This is an optimization exercise on Yosys and OpenROAD, whose aim is small area, a short achievable clock period and few clock cycles per item, not a production implementation. Function was checked by simulation only, so behaviour that the tests miss may differ from the original.

Design ft8_textcodec, start of the top module:
module ft8_textcodec (
    input  wire        clk,
    input  wire        rst,
    input  wire        start,
    input  wire [1:0]  op,
    input  wire [90:0] din,
    output wire        ready,
    output reg         done,
    output reg         ok,
    output reg         crc_ok,
    output reg  [90:0] dout
);
clock: 58.0 ns
lec_check: 0
abc_clock_period_in_ps: 13000
cap_margin: 20
core_margin: 2
core_utilization: 55
slew_margin: 20
synth_hierarchical: 1
run.sh (not shown) runs the stock make flow with config.mk's settings and CLKGATE_MAP_FILE= SYNTH_SCRIPT=/design/flow/synth_recipe.tcl, a recipe that flattens the netlist after the stock synthesis.
Testbench counts at the start, summed over its fixed seeds: cycles 3,939, items 3,200.
Rerun with:
--- a/flow/design.v
+++ b/flow/design.v
@@ -5,20 +5,20 @@
     input  wire [1:0]  op,
     input  wire [90:0] din,
     output wire        ready,
     output reg         done,
     output reg         ok,
     output reg         crc_ok,
     output reg  [90:0] dout
 );
     localparam integer KS = 12;                
-    localparam integer NU = 3;                
-    localparam integer NR = 4;                
+    localparam integer NU = 2;                
+    localparam integer NR = 3;                
     localparam integer NC = (71 + KS - 1) / KS;  
     localparam integer W  = NC * KS;             
     localparam [13:0] CRC_POLY  = 14'h2757;
     localparam [70:0] F71_LIMIT = 71'd1283997101947010102272;
     function [13:0] mulx(input [13:0] v);
         mulx = {v[12:0], 1'b0} ^ (v[13] ? CRC_POLY : 14'd0);
     endfunction
     function [13:0] divx(input [13:0] v);
         divx = v[0] ? ({1'b1, 13'd0} | ((v ^ CRC_POLY) >> 1)) : (v >> 1);
Result: Clock-buffer cell count came out lower by 66. Worst hold slack improves by 0.071 ns. Final cell count fell by a quarter to a third. Utilization barely changes. Setup slack got worse by 0.083 ns. Design area goes down by a quarter to a third. Clock skew goes down by 0.041 ns. Maximum frequency came out lower slightly. Critical path depth stays the same. Synthesized area fell by a quarter to a third. Non-clock buffer count came out lower by 31. Sequential share of layout area goes up by 0.27 points.
Testbench counts after the change, summed over its fixed seeds: cycles 5,372, items 3,200.

--- another note on this design; it stands on its own ---

==> inputs of umber <==
## ft8_textcodec
module ft8_textcodec (
    input  wire        clk,
    input  wire        rst,
    input  wire        start,
    input  wire [1:0]  op,
    input  wire [90:0] din,
    output wire        ready,
    output reg         done,
    output reg         ok,
    output reg         crc_ok,
    output reg  [90:0] dout
);
Settings: LEC_CHECK=0, ABC_CLOCK_PERIOD_IN_PS=13000, CAP_MARGIN=20, CORE_MARGIN=2, CORE_UTILIZATION=50, SLEW_MARGIN=20, SYNTH_HIERARCHICAL=1; clock period 58.0 ns.
run.sh (not shown) runs the stock make flow with config.mk's settings and CLKGATE_MAP_FILE= SYNTH_SCRIPT=/design/flow/synth_recipe.tcl, a recipe that flattens the netlist after the stock synthesis.
==> inputs of raven, as changes to umber <==
--- a/flow/design.v
+++ b/flow/design.v
@@ -8,11 +8,11 @@
     output reg         done,
     output reg         ok,
     output reg         crc_ok,
     output reg  [90:0] dout
 );
-    localparam integer KS = 9;                
+    localparam integer KS = 12;                
     localparam integer NC = (71 + KS - 1) / KS;  
     localparam integer W  = NC * KS;             
     localparam integer PB = W - NC * KS;         
     localparam [13:0] CRC_POLY  = 14'h2757;
     localparam [70:0] F71_LIMIT = 71'd1283997101947010102272;
- CORE_UTILIZATION: 50 -> 55
==> comparison <==
Against umber, the sequential share of layout area of raven is lower by 2.7 points.
Of umber and raven, raven has the higher core utilization (gap 4.7 points).
Between umber and raven, the lower clock skew is in raven (gap 0.0094 ns).
Between umber and raven, the lower register-to-register slack is in raven (gap 2.9 ns).
Sequential cell count is the same in raven and umber.
Against umber, the first-iteration DRC count of raven is larger by about 12%.
In umber the fmax is higher than in raven, by about 6%.
Routed wire length: raven is larger than umber (about 25%).
In raven the setup slack is lower than in umber, by 0.76 ns.
==> figures <==
                                                                                      umber                      raven
Sort of element at the end of the critical path                                primary output                       flop
Met2 track demand over resource                                                        40.42%                     49.69%
Final Wtd Congestion                                                                   0.9190                     0.9182
Routed via count                                                                        73586                      91271
Capture point of the critical path                                                   dout[86]                   dout[79]
Die span in x                                                                        402.6 um                   423.2 um
Tot GR Track Use                                                                       26.14%                     29.60%
Placed insts                                                                            11446                      13842
Worst Setup SP                                                                       dout[86]                 fst[0][62]
Critical Path Slowest Stage Cell                             sky130_fd_sc_hd__clkdlybuf4s50_1  sky130_fd_sc_hd__o21bai_1
Tap cell instance count                                                                  2072                       2325
Post-synthesis average cell area                                                    8.134 um2                  8.013 um2
Delay contributed by the slowest stage of the critical path                           0.54 ns                    0.92 ns
Run status                                                   no timing/DRC/antenna violations  no timing/DRC/antenna violations
Multi-input combinational cell area                                               0.06049 mm2                0.07648 mm2
Register-to-Register Setup Slack                                                     46.92 ns                   44.05 ns
Drt first-iter violations                                                                6603                       7383
Testbench counts of umber, summed over its fixed seeds: cycles 18,074, items 3,200.
Testbench counts of raven, summed over its fixed seeds: cycles 13,688, items 3,200.

[re-timing with driven ports]
The results above use ideal ports. As a check the final layouts listed here were re-extracted and re-timed, cells and wires unchanged.
Step 1 assumes that a clkbuf_16 drives the clock port and a buf_2 every other input.
Step 2 adds t to the input delays and takes it off the output delays; t is the mean of the earliest and latest rising clock arrival at the registers after step 1. Input paths then give back, and output paths get back, about the clock's delay inside the block.
a / b / c = no drivers / after step 1 / after step 2; a / b = the first two.
run	shift t [ns]	setup WS [ns]	hold WS [ns]	worst data-port slew with drivers (ns)
the first run of note 1	1.050	44.314 / 44.195 / 43.795	0.275 / 0.275 / 0.275	0.06
the second run of note 1	0.990	44.230 / 44.126 / 44.634	0.346 / 0.346 / 0.346	0.05
umber	0.794	44.808 / 44.726 / 44.087	0.351 / 0.351 / 0.351	0.05
raven	0.783	44.047 / 44.047 / 44.047	0.351 / 0.351 / 0.351	0.10
After both steps setup and hold are still met in every run listed. The setup slack of umber, which loses most, moves by -0.082 ns with the drivers and by -0.721 ns with both steps.
